Context: an optimization exercise on an open-source flow, tuned for small area. The choices shown serve that exercise and are no tape-out recipe. Function was checked by simulation only, so behaviour that the tests miss may differ from the original.

==> inputs of trial 59 <==
Design nfc_bridge, start of the top module:
module nfc_bridge (
    input  wire clk,
    input  wire rst,
    input  wire i2c_scl,
    input  wire i2c_sda_in,
    output reg  i2c_sda_oe,
    output reg  spi_cs_n,
    output reg  spi_sck,
    output wire spi_mosi,
    input  wire spi_miso,
    input  wire fe_busy,
    output reg  fe_rst_n
);
clock: 10.0 ns
lec_check: 0
cap_margin: 20
core_margin: 2
core_utilization: 40
cts_buf_list: sky130_fd_sc_hd__clkbuf_8
place_density: 0.6
slew_margin: 20
standard.sh (not shown) runs the stock make flow with config.mk's settings and CLKGATE_MAP_FILE= SYNTH_SCRIPT=/design/flow/synth_recipe.tcl, a recipe that flattens the netlist after the stock synthesis.
==> flow/flow/run.sh <==
#!/bin/bash
# Layout flow: the standard flow, with an area-oriented ABC mapping
# script in synthesis and a clock tree without dummy loads.
set -euo pipefail
S=$PWD/orfs_scripts
rm -rf "$S"
cp -r "$FLOW_HOME/scripts" "$S"
cp flow/abc_area.script "$S/abc_speed.script"
bash standard.sh SCRIPTS_DIR="$S" synth > synth.log 2>&1
bash standard.sh "BUFFER_PORTS_ARGS=-buffer_cell sky130_fd_sc_hd__buf_1" "CTS_ARGS=-sink_clustering_enable -repair_clock_nets -buf_list sky130_fd_sc_hd__clkbuf_8 -dont_use_dummy_load" > layout.log 2>&1
==> flow/flow/abc_area.script <==
strash
&get -n
&fraig -x
&put
scorr
dc2
strash
balance -l
resub -K 6 -l
rewrite -l
resub -K 6 -N 2 -l
refactor -l
resub -K 8 -l
balance -l
resub -K 8 -N 2 -l
rewrite -l
resub -K 10 -l
rewrite -z -l
resub -K 10 -N 2 -l
balance -l
resub -K 12 -l
refactor -z -l
resub -K 12 -N 2 -l
rewrite -z -l
balance -l
balance -l
resub -K 6 -l
rewrite -l
resub -K 6 -N 2 -l
refactor -l
resub -K 8 -l
balance -l
resub -K 8 -N 2 -l
rewrite -l
resub -K 10 -l
rewrite -z -l
resub -K 10 -N 2 -l
balance -l
resub -K 12 -l
refactor -z -l
resub -K 12 -N 2 -l
rewrite -z -l
balance -l
&get -n
&dch -f
&nf -R 1000
&put
topo
dnsize -c
==> inputs of trial 50, as changes to trial 59 <==
--- a/flow/design.v
+++ b/flow/design.v
@@ -28,23 +28,21 @@
     reg [1:0] wcnt;      
     reg [7:0] opc;
     reg [7:0] blk;
     localparam R_NONE = 3'd0, R_NOTAG = 3'd1, R_COMM = 3'd2, R_RESET = 3'd3,
                R_GETST = 3'd4, R_VER = 3'd5, R_BLOCK = 3'd6, R_UID = 3'd7;
     reg [2:0] resp_type;
     reg       taken;     
-    reg       sv_empty;  
-    wire [2:0] sv_type = sv_empty ? R_NONE : resp_type;
+    wire [2:0] sv_type = resp_type;
     reg [3:0] ridx;
     reg        ls;       
     reg        tp;       
     reg [63:0] U;        
     reg [31:0] D;        
-    wire [3:0] ncnt = (cnt == 4'd8) ? 4'd0 : cnt + 4'd1;
-    wire [2:0] rb   = ~ncnt[2:0];            
+    wire [2:0] rb   = ~cnt[2:0];             
     wire d_out = taken &&
                  ((sv_type == R_VER   && ridx != 4'd0 && ridx <= 4'd2) ||
                   (sv_type == R_BLOCK && ridx != 4'd0 && ridx <= 4'd4));
     wire [5:0] urot;
     wire [5:0] upos = {ridx[2:0], rb} + urot;
     reg rbit;
     always @(*) begin
@@ -72,15 +70,15 @@
     reg       boot;
     reg [1:0] xs;
     reg       inb;       
     reg [2:0] bc;
     reg [4:0] idx;
     reg [5:0] P;         
     reg [5:0] Q;         
-    reg       Fa, Fb;    
+    reg       Fa;        
     reg       busy_s;
     wire tick   = (P == 6'd63);
     wire scan   = ~opc[5];                   
     wire n_ok   = scan ? (Q >= 6'd10) : (Q >= 6'd5);
     reg [3:0] out_last;
     reg [4:0] in_last;
     reg       has_in;
@@ -136,19 +134,31 @@
     assign urot = uid_part ? {uj, bc} : 6'd0;
     assign spi_mosi = inb | (uid_part ? U[7] : blk_part ? blk[7] : ob[~bc]);
     wire samp = (xs == X_SHIFT) && !spi_sck && inb;
     wire rx_ok = samp && (ms == M_RDATA) && (idx != 5'd0) && !Fa && n_ok;
     wire u_rot9 = rx_ok && scan && idx == 5'd9;
     wire u_shift = (uid_part && spi_sck) || (rx_ok && scan && idx <= 5'd9);
     wire d_shift = (samp && ms == M_VER) || (rx_ok && !scan && idx <= 5'd4) ||
-                   (ist == I_RD && !start_c && !stop_c && scl_fall && cnt != 4'd7 && d_out);
+                   (ist == I_RD && !start_c && !stop_c && scl_fall && cnt != 4'd8 && d_out);
     wire proceed = !busy_s || (idx[4] & idx[0]);
+    wire i2c_ev  = !start_c && !stop_c;
+    wire rd_take = i2c_ev && ist == I_ADDR && scl_fall && cnt == 4'd8 && rw;
+    wire rd_ack  = i2c_ev && ist == I_RD && scl_rise && cnt == 4'd8 && !sda_s;
+    wire bc_inc  = (xs == X_GAP) || ((xs == X_SHIFT) && spi_sck);
+    wire idx_clr = (xs == X_GAP) || (xs == X_IDLE) || ((xs == X_WAIT) && proceed);
+    wire idx_inc = ((xs == X_WAIT) && tick) || ((xs == X_SHIFT) && spi_sck && bc == 3'd7);
     always @(posedge clk) begin
         busy_s <= fe_busy;
         P      <= P + 6'd1;
+        bc     <= (xs == X_WAIT) ? 3'd0 : bc + {2'b00, bc_inc};
+        idx    <= idx_clr ? 5'd0 : idx + {4'd0, idx_inc};
+        ridx   <= rd_take ? ((taken || resp_type == R_NONE) ? 4'd9 : 4'd0) :
+                  ridx + {3'd0, rd_ack && !(ridx[3] & ridx[0])};
+        cnt    <= (start_c || stop_c || (scl_rise && cnt == 4'd8)) ? 4'd0 :
+                  cnt + {3'd0, scl_rise};
     end
     always @(posedge clk) begin
         if (rst) begin
             ist        <= I_IDLE;
             i2c_sda_oe <= 1'b0;
             cmd_ready  <= 1'b0;
             resp_type  <= R_NONE;
@@ -165,123 +175,108 @@
         end else begin
             if (start_c || stop_c) begin
                 if (ist == I_WR && accept) begin
                     cmd_ready <= 1'b1;
                     accept    <= 1'b0;
                 end
                 i2c_sda_oe <= 1'b0;
-                cnt        <= 4'hF;
                 ist        <= start_c ? I_ADDR : I_IDLE;
             end else if (ist != I_IDLE) begin
                 if (scl_rise) begin
                     case (ist)
                         I_ADDR: begin
-                            if (cnt == 4'd7)
+                            if (cnt == 4'd8)
+                                ist <= rw ? I_RD : I_WR;
+                            else if (cnt == 4'd7)
                                 rw <= sda_s;
-                            else if (cnt < 4'd7 && sda_s == cnt[0])
+                            else if (sda_s == cnt[0])
                                 ist <= I_IDLE;            
                         end
                         I_WR: begin
                             if (cnt < 4'd8 && accept) begin
-                                if (wcnt == 2'd0) opc <= {opc[6:0], sda_s};
-                                if (wcnt == 2'd1) blk <= {blk[6:0], sda_s};
+                                if (!wcnt[0]) opc <= {opc[6:0], sda_s};
+                                if (wcnt == 2'b01) blk <= {blk[6:0], sda_s};
                             end
                         end
                         default: begin                
                             if (cnt == 4'd8) begin
                                 if (sda_s)
                                     ist <= I_IDLE;        
-                                else if (!(ridx[3] & ridx[0]))
-                                    ridx <= ridx + 4'd1;
                             end
                         end
                     endcase
                 end else if (scl_fall) begin
-                    cnt <= ncnt;
                     case (ist)
                         I_ADDR: begin
-                            if (cnt == 4'd7) begin
+                            if (cnt == 4'd8) begin
                                 i2c_sda_oe <= 1'b1;
                                 if (rw) begin
-                                    sv_empty  <= taken || resp_type == R_NONE;
                                     taken     <= 1'b1;
-                                    ridx      <= 4'd0;
                                 end else begin
                                     accept <= ~cmd_ready;
                                     if (!cmd_ready) wcnt <= 2'd0;
                                 end
-                            end else if (cnt == 4'd8) begin
-                                ist        <= rw ? I_RD : I_WR;
-                                i2c_sda_oe <= rw & ~rbit;
                             end
                         end
                         I_WR: begin
-                            if (cnt == 4'd7) begin
+                            if (cnt == 4'd8) begin
                                 i2c_sda_oe <= 1'b1;
-                                if (accept && wcnt != 2'd2) wcnt <= wcnt + 2'd1;
+                                if (accept) wcnt <= {wcnt[0], 1'b1};
                             end else begin
                                 i2c_sda_oe <= 1'b0;
                             end
                         end
                         default: begin                
-                            i2c_sda_oe <= (cnt == 4'd7) ? 1'b0 : ~rbit;
+                            i2c_sda_oe <= (cnt == 4'd8) ? 1'b0 : ~rbit;
                         end
                     endcase
                 end
             end
             if (ms == M_POLL && tick && !(Q[5] & Q[0]))
                 Q <= Q + 6'd1;
             case (xs)
                 X_WAIT: begin
-                    if (tick) idx <= idx + 5'd1;
                     if (proceed && ms != M_IWAIT) begin
                         spi_cs_n <= 1'b0;
                         xs       <= X_SHIFT;
-                        idx      <= 5'd0;
-                        bc       <= 3'd0;
                         if (inb && ms == M_VER) begin
                             resp_type <= R_VER; taken <= 1'b0;
                         end
                     end
                 end
                 X_SHIFT: begin
                     spi_sck <= ~spi_sck;
                     if (spi_sck) begin
                         if (blk_part) blk <= {blk[6:0], 1'b0};
-                        bc <= bc + 3'd1;
                         if (bc == 3'd7) begin
-                            idx <= idx_n;
                             if (last_byte) xs <= X_GAP;
                         end
                     end
                 end
                 X_GAP: begin
                     spi_cs_n <= 1'b1;
-                    bc       <= bc + 3'd1;
-                    if (bc == 3'd4 && !inb && has_in) begin
+                    if (bc[2] && !inb && has_in) begin
                         inb <= 1'b1;
                         xs  <= X_WAIT;
-                        idx <= 5'd0;
                     end
                 end
                 default: ;
             endcase
             if (samp) begin
                 case (ms)
                     M_PROBE: begin
-                        Fa <= Fa & spi_miso;
-                        Fb <= Fb & ~spi_miso;
+                        Fa   <= Fa & spi_miso;      
+                        Q[0] <= Q[0] & ~spi_miso;   
                     end
                     M_POLL: if (idx == 5'd0 && bc == 3'd7) Fa <= spi_miso;
                     M_LEN: begin
                         if (idx == 5'd0) begin
-                            Q  <= {Q[4:0], spi_miso};
-                            Fb <= Fb | Q[5];
+                            Q <= {Q[5] | Q[4], Q[3:0], spi_miso};
                         end else if (idx == 5'd1 && bc == 3'd7) begin
-                            Fb <= Fb | spi_miso;
+                            Q[5] <= Q[5] | spi_miso;
                         end
                     end
                     M_RDATA: begin
                         if (idx == 5'd0) begin
                             Fa <= Fa | spi_miso;
                             if (bc == 3'd7) begin
                                 if (!(Fa | spi_miso) && n_ok) begin
@@ -295,27 +290,26 @@
                         end
                     end
                     default: ;
                 endcase
             end
             if (u_shift) U <= {U[62:0], (uid_part || u_rot9) ? U[63] : spi_miso};
             if (d_shift) D <= {D[30:0], spi_miso};
-            if ((xs == X_GAP && bc == 3'd4 && (inb || !has_in)) ||
+            if ((xs == X_GAP && bc[2] && (inb || !has_in)) ||
                 (xs == X_WAIT && ms == M_IWAIT && proceed)) begin
                 xs  <= X_WAIT;           
                 inb <= 1'b0;
-                idx <= 5'd0;
                 case (ms)
                     M_IWAIT: begin
-                        ms <= M_PROBE;
-                        Fa <= 1'b1;
-                        Fb <= 1'b1;
+                        ms   <= M_PROBE;
+                        Fa   <= 1'b1;
+                        Q[0] <= 1'b1;
                     end
                     M_PROBE: begin
-                        if (Fa | Fb) begin
+                        if (Fa | Q[0]) begin
                             ls <= 1'b1;
                             xs <= X_IDLE;
                             ms <= M_IDLE;
                             boot <= 1'b0;
                             if (!boot) begin
                                 resp_type <= R_RESET; taken <= 1'b0;
                                 cmd_ready <= 1'b0;
@@ -343,26 +337,25 @@
                     M_SEND: begin
                         Q  <= 6'd0;
                         ms <= M_POLL;
                     end
                     M_POLL: begin
                         if (Fa) begin
                             Q  <= 6'd0;
-                            Fb <= 1'b0;
                             ms <= M_LEN;
                         end else if (Q[5] & Q[0]) begin
                             resp_type <= scan ? R_NOTAG : R_COMM; taken <= 1'b0;
                             if (scan) tp <= 1'b0;
                             cmd_ready <= 1'b0;
                             xs <= X_IDLE;
                             ms <= M_IDLE;
                         end
                     end
                     M_LEN: begin
-                        if (Fb | Q[5]) begin
+                        if (Q[5]) begin
                             Q  <= 6'd32;
                             Fa <= 1'b0;
                             ms <= M_RDATA;
                         end else if (Q[4:0] != 5'd0) begin
                             Fa <= 1'b0;
                             ms <= M_RDATA;
                         end else begin
@@ -393,26 +386,24 @@
                 end
                 M_ISET: begin
                     if (tick) begin
                         Q <= Q + 6'd1;
                         if (Q[2] & Q[1]) begin
                             ms <= M_IWAIT;
                             xs <= X_WAIT;
-                            idx <= 5'd0;
                         end
                     end
                 end
                 M_IDLE: begin
                     if (cmd_ready) begin
-                        if (wcnt == 2'd0) begin
+                        if (!wcnt[0]) begin
                             cmd_ready <= 1'b0;           
                         end else begin
                             xs  <= X_WAIT;
                             inb <= 1'b0;
-                            idx <= 5'd0;
                             case (opc)
                                 8'h00: begin
                                     resp_type <= R_GETST; taken <= 1'b0;
                                     cmd_ready <= 1'b0;
                                     xs        <= X_IDLE;
                                 end
                                 8'h01, 8'h02, 8'h03: ms <= M_VER;
@@ -428,15 +419,15 @@
                                     xs        <= X_IDLE;
                                 end
                                 8'h20: begin
                                     if (!tp) begin
                                         resp_type <= R_NOTAG; taken <= 1'b0;
                                         cmd_ready <= 1'b0;
                                         xs        <= X_IDLE;
-                                    end else if (wcnt == 2'd1) begin
+                                    end else if (!wcnt[1]) begin
                                         resp_type <= R_COMM; taken <= 1'b0;
                                         cmd_ready <= 1'b0;
                                         xs        <= X_IDLE;
                                     end else begin
                                         ms <= M_SEND;
                                     end
                                 end
==> inputs of build 22, as changes to trial 59 <==
--- a/flow/design.v
+++ b/flow/design.v
@@ -28,23 +28,21 @@
     reg [1:0] wcnt;      
     reg [7:0] opc;
     reg [7:0] blk;
     localparam R_NONE = 3'd0, R_NOTAG = 3'd1, R_COMM = 3'd2, R_RESET = 3'd3,
                R_GETST = 3'd4, R_VER = 3'd5, R_BLOCK = 3'd6, R_UID = 3'd7;
     reg [2:0] resp_type;
     reg       taken;     
-    reg       sv_empty;  
-    wire [2:0] sv_type = sv_empty ? R_NONE : resp_type;
+    wire [2:0] sv_type = resp_type;
     reg [3:0] ridx;
     reg        ls;       
     reg        tp;       
     reg [63:0] U;        
     reg [31:0] D;        
-    wire [3:0] ncnt = (cnt == 4'd8) ? 4'd0 : cnt + 4'd1;
-    wire [2:0] rb   = ~ncnt[2:0];            
+    wire [2:0] rb   = ~cnt[2:0];             
     wire d_out = taken &&
                  ((sv_type == R_VER   && ridx != 4'd0 && ridx <= 4'd2) ||
                   (sv_type == R_BLOCK && ridx != 4'd0 && ridx <= 4'd4));
     wire [5:0] urot;
     wire [5:0] upos = {ridx[2:0], rb} + urot;
     reg rbit;
     always @(*) begin
@@ -72,15 +70,15 @@
     reg       boot;
     reg [1:0] xs;
     reg       inb;       
     reg [2:0] bc;
     reg [4:0] idx;
     reg [5:0] P;         
     reg [5:0] Q;         
-    reg       Fa, Fb;    
+    reg       Fa;        
     reg       busy_s;
     wire tick   = (P == 6'd63);
     wire scan   = ~opc[5];                   
     wire n_ok   = scan ? (Q >= 6'd10) : (Q >= 6'd5);
     reg [3:0] out_last;
     reg [4:0] in_last;
     reg       has_in;
@@ -136,15 +134,15 @@
     assign urot = uid_part ? {uj, bc} : 6'd0;
     assign spi_mosi = inb | (uid_part ? U[7] : blk_part ? blk[7] : ob[~bc]);
     wire samp = (xs == X_SHIFT) && !spi_sck && inb;
     wire rx_ok = samp && (ms == M_RDATA) && (idx != 5'd0) && !Fa && n_ok;
     wire u_rot9 = rx_ok && scan && idx == 5'd9;
     wire u_shift = (uid_part && spi_sck) || (rx_ok && scan && idx <= 5'd9);
     wire d_shift = (samp && ms == M_VER) || (rx_ok && !scan && idx <= 5'd4) ||
-                   (ist == I_RD && !start_c && !stop_c && scl_fall && cnt != 4'd7 && d_out);
+                   (ist == I_RD && !start_c && !stop_c && scl_fall && cnt != 4'd8 && d_out);
     wire proceed = !busy_s || (idx[4] & idx[0]);
     always @(posedge clk) begin
         busy_s <= fe_busy;
         P      <= P + 6'd1;
     end
     always @(posedge clk) begin
         if (rst) begin
@@ -165,69 +163,67 @@
         end else begin
             if (start_c || stop_c) begin
                 if (ist == I_WR && accept) begin
                     cmd_ready <= 1'b1;
                     accept    <= 1'b0;
                 end
                 i2c_sda_oe <= 1'b0;
-                cnt        <= 4'hF;
+                cnt        <= 4'd0;
                 ist        <= start_c ? I_ADDR : I_IDLE;
             end else if (ist != I_IDLE) begin
                 if (scl_rise) begin
+                    cnt <= (cnt == 4'd8) ? 4'd0 : cnt + 4'd1;
                     case (ist)
                         I_ADDR: begin
-                            if (cnt == 4'd7)
+                            if (cnt == 4'd8)
+                                ist <= rw ? I_RD : I_WR;
+                            else if (cnt == 4'd7)
                                 rw <= sda_s;
-                            else if (cnt < 4'd7 && sda_s == cnt[0])
+                            else if (sda_s == cnt[0])
                                 ist <= I_IDLE;            
                         end
                         I_WR: begin
                             if (cnt < 4'd8 && accept) begin
-                                if (wcnt == 2'd0) opc <= {opc[6:0], sda_s};
-                                if (wcnt == 2'd1) blk <= {blk[6:0], sda_s};
+                                if (!wcnt[0]) opc <= {opc[6:0], sda_s};
+                                if (wcnt == 2'b01) blk <= {blk[6:0], sda_s};
                             end
                         end
                         default: begin                
                             if (cnt == 4'd8) begin
                                 if (sda_s)
                                     ist <= I_IDLE;        
                                 else if (!(ridx[3] & ridx[0]))
                                     ridx <= ridx + 4'd1;
                             end
                         end
                     endcase
                 end else if (scl_fall) begin
-                    cnt <= ncnt;
                     case (ist)
                         I_ADDR: begin
-                            if (cnt == 4'd7) begin
+                            if (cnt == 4'd8) begin
                                 i2c_sda_oe <= 1'b1;
                                 if (rw) begin
-                                    sv_empty  <= taken || resp_type == R_NONE;
                                     taken     <= 1'b1;
-                                    ridx      <= 4'd0;
+                                    ridx      <= (taken || resp_type == R_NONE) ? 4'd9 : 4'd0;
                                 end else begin
                                     accept <= ~cmd_ready;
                                     if (!cmd_ready) wcnt <= 2'd0;
                                 end
-                            end else if (cnt == 4'd8) begin
-                                ist        <= rw ? I_RD : I_WR;
-                                i2c_sda_oe <= rw & ~rbit;
                             end
                         end
                         I_WR: begin
-                            if (cnt == 4'd7) begin
+                            if (cnt == 4'd8) begin
                                 i2c_sda_oe <= 1'b1;
-                                if (accept && wcnt != 2'd2) wcnt <= wcnt + 2'd1;
+                                if (accept) wcnt <= {wcnt[0], 1'b1};
                             end else begin
                                 i2c_sda_oe <= 1'b0;
                             end
                         end
                         default: begin                
-                            i2c_sda_oe <= (cnt == 4'd7) ? 1'b0 : ~rbit;
+                            i2c_sda_oe <= (cnt == 4'd8) ? 1'b0 : ~rbit;
                         end
                     endcase
                 end
             end
             if (ms == M_POLL && tick && !(Q[5] & Q[0]))
                 Q <= Q + 6'd1;
             case (xs)
@@ -253,35 +249,34 @@
                             if (last_byte) xs <= X_GAP;
                         end
                     end
                 end
                 X_GAP: begin
                     spi_cs_n <= 1'b1;
                     bc       <= bc + 3'd1;
-                    if (bc == 3'd4 && !inb && has_in) begin
+                    if (bc[2] && !inb && has_in) begin
                         inb <= 1'b1;
                         xs  <= X_WAIT;
                         idx <= 5'd0;
                     end
                 end
                 default: ;
             endcase
             if (samp) begin
                 case (ms)
                     M_PROBE: begin
-                        Fa <= Fa & spi_miso;
-                        Fb <= Fb & ~spi_miso;
+                        Fa   <= Fa & spi_miso;      
+                        Q[0] <= Q[0] & ~spi_miso;   
                     end
                     M_POLL: if (idx == 5'd0 && bc == 3'd7) Fa <= spi_miso;
                     M_LEN: begin
                         if (idx == 5'd0) begin
-                            Q  <= {Q[4:0], spi_miso};
-                            Fb <= Fb | Q[5];
+                            Q <= {Q[5] | Q[4], Q[3:0], spi_miso};
                         end else if (idx == 5'd1 && bc == 3'd7) begin
-                            Fb <= Fb | spi_miso;
+                            Q[5] <= Q[5] | spi_miso;
                         end
                     end
                     M_RDATA: begin
                         if (idx == 5'd0) begin
                             Fa <= Fa | spi_miso;
                             if (bc == 3'd7) begin
                                 if (!(Fa | spi_miso) && n_ok) begin
@@ -295,27 +290,27 @@
                         end
                     end
                     default: ;
                 endcase
             end
             if (u_shift) U <= {U[62:0], (uid_part || u_rot9) ? U[63] : spi_miso};
             if (d_shift) D <= {D[30:0], spi_miso};
-            if ((xs == X_GAP && bc == 3'd4 && (inb || !has_in)) ||
+            if ((xs == X_GAP && bc[2] && (inb || !has_in)) ||
                 (xs == X_WAIT && ms == M_IWAIT && proceed)) begin
                 xs  <= X_WAIT;           
                 inb <= 1'b0;
                 idx <= 5'd0;
                 case (ms)
                     M_IWAIT: begin
-                        ms <= M_PROBE;
-                        Fa <= 1'b1;
-                        Fb <= 1'b1;
+                        ms   <= M_PROBE;
+                        Fa   <= 1'b1;
+                        Q[0] <= 1'b1;
                     end
                     M_PROBE: begin
-                        if (Fa | Fb) begin
+                        if (Fa | Q[0]) begin
                             ls <= 1'b1;
                             xs <= X_IDLE;
                             ms <= M_IDLE;
                             boot <= 1'b0;
                             if (!boot) begin
                                 resp_type <= R_RESET; taken <= 1'b0;
                                 cmd_ready <= 1'b0;
@@ -343,26 +338,25 @@
                     M_SEND: begin
                         Q  <= 6'd0;
                         ms <= M_POLL;
                     end
                     M_POLL: begin
                         if (Fa) begin
                             Q  <= 6'd0;
-                            Fb <= 1'b0;
                             ms <= M_LEN;
                         end else if (Q[5] & Q[0]) begin
                             resp_type <= scan ? R_NOTAG : R_COMM; taken <= 1'b0;
                             if (scan) tp <= 1'b0;
                             cmd_ready <= 1'b0;
                             xs <= X_IDLE;
                             ms <= M_IDLE;
                         end
                     end
                     M_LEN: begin
-                        if (Fb | Q[5]) begin
+                        if (Q[5]) begin
                             Q  <= 6'd32;
                             Fa <= 1'b0;
                             ms <= M_RDATA;
                         end else if (Q[4:0] != 5'd0) begin
                             Fa <= 1'b0;
                             ms <= M_RDATA;
                         end else begin
@@ -399,15 +393,15 @@
                             xs <= X_WAIT;
                             idx <= 5'd0;
                         end
                     end
                 end
                 M_IDLE: begin
                     if (cmd_ready) begin
-                        if (wcnt == 2'd0) begin
+                        if (!wcnt[0]) begin
                             cmd_ready <= 1'b0;           
                         end else begin
                             xs  <= X_WAIT;
                             inb <= 1'b0;
                             idx <= 5'd0;
                             case (opc)
                                 8'h00: begin
@@ -428,15 +422,15 @@
                                     xs        <= X_IDLE;
                                 end
                                 8'h20: begin
                                     if (!tp) begin
                                         resp_type <= R_NOTAG; taken <= 1'b0;
                                         cmd_ready <= 1'b0;
                                         xs        <= X_IDLE;
-                                    end else if (wcnt == 2'd1) begin
+                                    end else if (!wcnt[1]) begin
                                         resp_type <= R_COMM; taken <= 1'b0;
                                         cmd_ready <= 1'b0;
                                         xs        <= X_IDLE;
                                     end else begin
                                         ms <= M_SEND;
                                     end
                                 end
==> flow/flow/run.sh (replaced) <==
#!/bin/bash
# Layout flow: the standard flow, with an area-oriented ABC mapping
# script in synthesis and a clock tree without dummy loads.
set -euo pipefail
S=$PWD/orfs_scripts
rm -rf "$S"
cp -r "$FLOW_HOME/scripts" "$S"
cp flow/abc_area.script "$S/abc_speed.script"
bash standard.sh SCRIPTS_DIR="$S" synth > synth.log 2>&1
bash standard.sh "BUFFER_PORTS_ARGS=-buffer_cell sky130_fd_sc_hd__buf_1" "CTS_ARGS=-sink_clustering_enable -repair_clock_nets -buf_list sky130_fd_sc_hd__clkbuf_8 -sink_clustering_size 30 -sink_clustering_max_diameter 200 -sink_clustering_levels 1 -dont_use_dummy_load" > layout.log 2>&1
==> impl_metrics.env <==
export IMPL_fin_hold_ws_ps=398
export IMPL_clock_sinks=171
export IMPL_pwr_share_clk_pct=31.3
export IMPL_wl_met1_um=9960
export IMPL_status="timing/DRC/antenna clean"
export IMPL_synthMuxAreaShare_pct=6.31
(the above is from build 22)
==> impl_metrics.env <==
export IMPL_status="timing/DRC/antenna clean"
export IMPL_ys_ff_latch=173
export IMPL_clock_sinks=173
export IMPL_wl_met1_um=10100
export IMPL_pwr_share_clk_pct=30.7
export IMPL_slew_headroom_pct=28.9
export IMPL_synthMuxAreaShare_pct=6.32
(the above is from trial 59)
==> impl_metrics.env <==
export IMPL_clock_sinks=171
export IMPL_largest_reg_flops=64
export IMPL_dp_hpwl_um=13900
export IMPL_largest_class="registers"
export IMPL_wl_met1_um=9380
export IMPL_synth_area_leaders="edfxtp_1 (42%), dfxtp_1 (12%), ha_1 (5.5%)"
export IMPL_status="timing/DRC/antenna clean"
(the above is from trial 50)

port drivers added, routing unchanged:
How much do the figures lean on ideal ports? The routed layouts below were timed once more, with nothing changed but the port constraints.
Step 1 (the two cells are an assumption about what drives the block):
set clk [get_ports {clk}]
set_driving_cell -lib_cell sky130_fd_sc_hd__clkbuf_16 $clk
set_driving_cell -lib_cell sky130_fd_sc_hd__buf_2 [delete_from_list [all_inputs] $clk]
Step 2, shift: input delay + t, output delay - t, t = (earliest + latest rising clock arrival at the registers) / 2. This alone moves slack from input paths to output paths.
Three values: ideal ports, drivers, drivers and shift; two values: the first two.
run | shift t [ns] | setup slack, ns | slew at the worst register clock pin (ns)
trial 59 | 0.489 | 4.566 / 4.524 / 4.796 | 0.11 / 0.11
trial 50 | 0.497 | 4.691 / 4.648 / 4.841 | 0.12 / 0.12
build 22 | 0.492 | 4.675 / 4.636 / 4.851 | 0.11 / 0.11
After both steps setup and hold are still met in every run listed.
